Source: an optimization exercise on an open RTL-to-GDS flow (aim: small area, a short achievable clock period and few clock cycles per item). Production flows keep margins and buffers that such runs may drop. RTL that was checked went through simulation tests only; none was proved equivalent to the original.

Setup of job 1670:
==> flow/design.v (excerpt) <==
module fxcore (
    input  wire        clk,
    input  wire        rst,
    input  wire        req,
    input  wire        we,
    input  wire [4:0]  addr,
    input  wire [31:0] wdata,
    output reg  [31:0] rdata,
    output wire        ack
);
Size in the first run: about 9,900 cells after synthesis, roughly 970 flip-flops, about 74 I/O pins, ~91,000 um^2 of cells after synthesis.
clock: 14.0 ns
lec_check: 0
cap_margin: 20
core_margin: 2
core_utilization: 50
setup_slack_margin: 5
slew_margin: 20
run.sh (not shown) runs the stock make flow with config.mk's settings and CLKGATE_MAP_FILE= SYNTH_SCRIPT=/design/flow/synth_recipe.tcl, a recipe that flattens the netlist after the stock synthesis.
Looking at the reports, job 1670 completed the entire flow and the layout it produced met the timing, design-rule and antenna checks.
Testbench counts of job 1670, summed over its fixed seeds: cycles 40,509, cmds 3,200.
Relative to job 1670, the following input files were edited for job 2809:
--- a/flow/design.v
+++ b/flow/design.v
@@ -272,23 +272,23 @@
     wire [5:0]  oa_bl = bitlen(OA ^ {32{OA[31]}}) + {5'd0, OA[31]};
     wire [5:0]  ac_bl = bitlen(ACC);
     wire        f24 = ({1'b0, dv_bl} <= {1'b0, wd_bl} + 7'd7);
     wire        f20 = ({1'b0, dv_bl} <= {1'b0, wd_bl} + 7'd3);
     wire        f16 = ({1'b0, dv_bl} + 7'd1 <= {1'b0, wd_bl});
     wire        f8  = ({1'b0, dv_bl} + 7'd9 <= {1'b0, wd_bl});
     reg  [31:0] dr_ld;
     reg  [47:0] dq_ld;
     reg  [3:0]  wcnt;
     always @* begin
         if (!dv_hi) begin
-            dr_ld = {24'd0, dv[31:24]}; dq_ld = {dv[23:0], 24'd0}; wcnt = 4'd5;
+            dr_ld = {16'd0, dv[31:16]}; dq_ld = {dv[15:0], 32'd0}; wcnt = 4'd3;
         end else if (f8) begin
             dr_ld = {dv[23:0], 8'd0};   dq_ld = 48'd0;              wcnt = 4'd1;
         end else if (f16) begin
             dr_ld = dv;                 dq_ld = 48'd0;              wcnt = 4'd3;
         end else if (f20) begin
             dr_ld = {4'd0, dv[31:4]};   dq_ld = {dv[3:0], 44'd0};   wcnt = 4'd4;
         end else if (f24) begin
             dr_ld = {8'd0, dv[31:8]};   dq_ld = {dv[7:0], 40'd0};   wcnt = 4'd5;
         end else begin
             dr_ld = 32'd0;              dq_ld = {dv, 16'd0};        wcnt = 4'd11;
         end
When job 2809 is measured against job 1670, its area added between synthesis and finish turns out 0.55 points higher.
Summary of job 2809 over job 1670: global-route usage moved up, share of the final layout cell area in multi-input gates moved up.
Count of placed standard cells in the final layout, fillers left out delta (job 2809 -> job 1670): insignificant
When the final numbers for job 2809 and job 1670 were put side by side, the number of non-clock buffers turned out to be greater in job 1670.
After detailed routing, job 1670 needs less wire than job 2809.
Between job 2809 and job 1670, the row count does not differ in any meaningful way.
[compare] base=job 1670 new=job 2809: global routing met2 resource utilization has increased.
In terms of sequential area share after synthesis, job 2809 and job 1670 differ only marginally.
Job 2809: die area is about 0.37% higher than what job 1670 reported.
A slowest library cell on the worst path of sky130_fd_sc_hd__or4_4 is what job 2809 shows, while sky130_fd_sc_hd__a211oi_2 belongs to job 1670.
Testbench counts of job 2809, summed over its fixed seeds: cycles 40,237, cmds 3,200.

---

## the reference run
fxcore again, from the RTL that the note above started with.
clock: 14.0 ns
lec_check: 0
cap_margin: 20
core_margin: 2
core_utilization: 55
setup_slack_margin: 5
slew_margin: 20
Testbench counts of the reference run, summed over its fixed seeds: cycles 40,509, cmds 3,200.
The following lists how the trial run was set up differently from the reference run:
diff --git a/flow/design.v b/flow/design.v
--- a/flow/design.v
+++ b/flow/design.v
@@ -274,19 +274,19 @@
     wire        f24 = ({1'b0, dv_bl} <= {1'b0, wd_bl} + 7'd7);
     wire        f20 = ({1'b0, dv_bl} <= {1'b0, wd_bl} + 7'd3);
     wire        f16 = ({1'b0, dv_bl} + 7'd1 <= {1'b0, wd_bl});
     wire        f8  = ({1'b0, dv_bl} + 7'd9 <= {1'b0, wd_bl});
     reg  [31:0] dr_ld;
     reg  [47:0] dq_ld;
     reg  [3:0]  wcnt;
     always @* begin
         if (!dv_hi) begin
-            dr_ld = {24'd0, dv[31:24]}; dq_ld = {dv[23:0], 24'd0}; wcnt = 4'd5;
+            dr_ld = {16'd0, dv[31:16]}; dq_ld = {dv[15:0], 32'd0}; wcnt = 4'd3;
         end else if (f8) begin
             dr_ld = {dv[23:0], 8'd0};   dq_ld = 48'd0;              wcnt = 4'd1;
         end else if (f16) begin
             dr_ld = dv;                 dq_ld = 48'd0;              wcnt = 4'd3;
         end else if (f20) begin
             dr_ld = {4'd0, dv[31:4]};   dq_ld = {dv[3:0], 44'd0};   wcnt = 4'd4;
         end else if (f24) begin
             dr_ld = {8'd0, dv[31:8]};   dq_ld = {dv[7:0], 40'd0};   wcnt = 4'd5;
         end else begin
==> comparison <==
- Final cell area: the trial run above the reference run
- Going from the reference run to the trial run, highest achievable clock rate went down; starting density of the core did not really move.
- For the trial run, the cell with the biggest individual delay on the critical path was sky130_fd_sc_hd__a31oi_2, unlike the reference run, where it was sky130_fd_sc_hd__or4_4.
- Summary: least setup slack across all paths after layout, the trial run worse than the reference run
- Multi-input logic portion of the cell area in the trial run is 0.19 points above the reference run.
- Of the two values seen for worst setup path startpoint, op[3] was produced by the trial run and OA[11] by the reference run.
- Diff the reference run -> the trial run: area of the die climbed about 0.37%.
Testbench counts of the trial run, summed over its fixed seeds: cycles 40,237, cmds 3,200.

---

v6:
fxcore, a different RTL version from the one above (not shown whole).
Size in the first run: about 970 flip-flops, ~74 I/O pins.
Settings: LEC_CHECK=0, CAP_MARGIN=20, CORE_MARGIN=2, CORE_UTILIZATION=40, SETUP_SLACK_MARGIN=5, SLEW_MARGIN=20; clock period 14.0 ns.
The inputs of v7 differ from those of v6 as listed below.
--- a/flow/design.v
+++ b/flow/design.v
@@ -155,20 +155,20 @@
                    (c_op == OP_VLEN2) || (c_op == OP_VLEN3) ||
                    (c_op == OP_VNORM2) || (c_op == OP_VNORM3) ||
                    (c_op == OP_FLERP);
     wire c_a_rs2 = (c_op == OP_FLERP);
     wire c_rng   = (c_op == OP_RINT) || (c_op == OP_RRANGE) || (c_op == OP_RBOOL) || (c_op == OP_RFIX);
     wire c_dist  = (c_op == OP_VDIST2) || (c_op == OP_VDIST3);
-    wire [3:0] pha = !idle ? ha : (c_a_rs2 ? c_rs2 : c_rs1);
+    wire [3:0] pha = !idle ? ha : we ? (c_a_rs2 ? c_rs2 : c_rs1) : addr[3:0];
     wire [3:0] phb = !idle ? hb : (c_b_rs1 ? c_rs1 : c_rs2);
     wire [31:0] PH = R[pha];
     wire [31:0] PB = R[phb];
     wire [31:0] PD = PH - PB;
     always @* begin
         if (!addr[4])
-            rdata = R[addr[3:0]];
+            rdata = PH;
         else case (addr)
             A_STATUS: rdata = {24'd0, st_cause, 2'b00, st_ovr, st_err};
             A_ERRCMD: rdata = errcmd;
             A_SEED:   rdata = seed;
             default:  rdata = 32'd0;
         endcase
@@ -308,12 +308,22 @@
     reg [2:0] st_nx;
     reg [1:0] jn_nx;
     reg [3:0] ha_nx, hb_nx;
     reg       done;            
     reg       flag_nx;
     reg       mph_nx;
+    wire      mstep = (op == OP_FMUL) || (op == OP_FLERP && st != 3'd0) ||
+                      (op == OP_VSCALE2) || (op == OP_VSCALE3) ||
+                      (op == OP_VDOT2) || (op == OP_VDOT3) ||
+                      (op == OP_VLENSQ2) || (op == OP_VLENSQ3) ||
+                      (op == OP_VLEN2) || (op == OP_VLEN3) ||
+                      (op == OP_VNORM2) || (op == OP_VNORM3) ||
+                      (op == OP_VDIST2) || (op == OP_VDIST3) ||
+                      (op == OP_VCROSS3 && st != 3'd0) ||
+                      ((op == OP_RBOOL || op == OP_RFIX || op == OP_RINT || op == OP_RRANGE) &&
+                       st == 3'd0);
     reg       seed_en;
     reg       bsign_en, qsign_en;
     reg [2:0] it_nx;
     reg [3:0] cnt_nx;
     function [1:0] xa;
         input [2:0] s;
@@ -601,13 +611,13 @@
             S_ERR: begin
                 done = 1'b1;
             end
             default: ;
         endcase
         mph_nx = 1'b0;
-        if (state == S_EX && (res_sel == R_MUL || acc_en || seed_en) && !mph) begin
+        if (state == S_EX && mstep && !mph) begin
             mph_nx   = 1'b1;
             oa_sel   = 2'd3;
             ob_sel   = 3'd4;
             st_nx    = st;
             ha_nx    = ha;
             hb_nx    = hb;
### Flow results
Of v6 and v7, the run reporting the higher post-route fraction of the period consumed by the critical path was v7. Arrival time at the worst endpoint (v7 over v6): increase, 60 ps. Comparing v6 and v7, the lower overall via count from detail_route was measured on v7. Compared with v6, in v7 placeable core region moved down; sequential share of layout area went up 0.41 points.
No functional check of the RTL was part of any run of this note.

==> static timing again, ports no longer ideal <==
Ports are ideal in the flow. The routed layouts listed here were re-timed in OpenROAD. Step 1 assumes that a clkbuf_16 drives the clock port and a buf_2 every other input. Step 2 times the ports against the registers' clock, not the clock port: input delays grow and output delays shrink by t, the midpoint of the rising clock arrivals with the driver on. a / b / c = ideal / step 1 / step 2; a / b = the first two.
run | t, ns | slack for setup (ns) | worst register clock-pin slew, ns | worst slew at a driven data input, ns
job 1670 | 0.887 | 4.914 / 4.881 / 4.385 | 0.07 / 0.07 | 0.06
job 2809 | 0.907 | 3.486 / 3.392 / 3.877 | 0.07 / 0.07 | 0.07
the reference run | 0.863 | 4.876 / 4.876 / 4.378 | 0.08 / 0.08 | 0.05
the trial run | 0.885 | 3.010 / 2.914 / 3.800 | 0.07 / 0.07 | 0.08
v6 | 0.879 | 3.506 / 3.490 / 3.506 | 0.08 / 0.08 | 0.18
v7 | 0.901 | 3.468 / 3.468 / 3.468 | 0.07 / 0.07 | 0.11
After both steps setup and hold are still met in every run listed. The setup slack of job 1670, which loses most, moves by -0.033 ns with the drivers and by -0.529 ns with both steps.
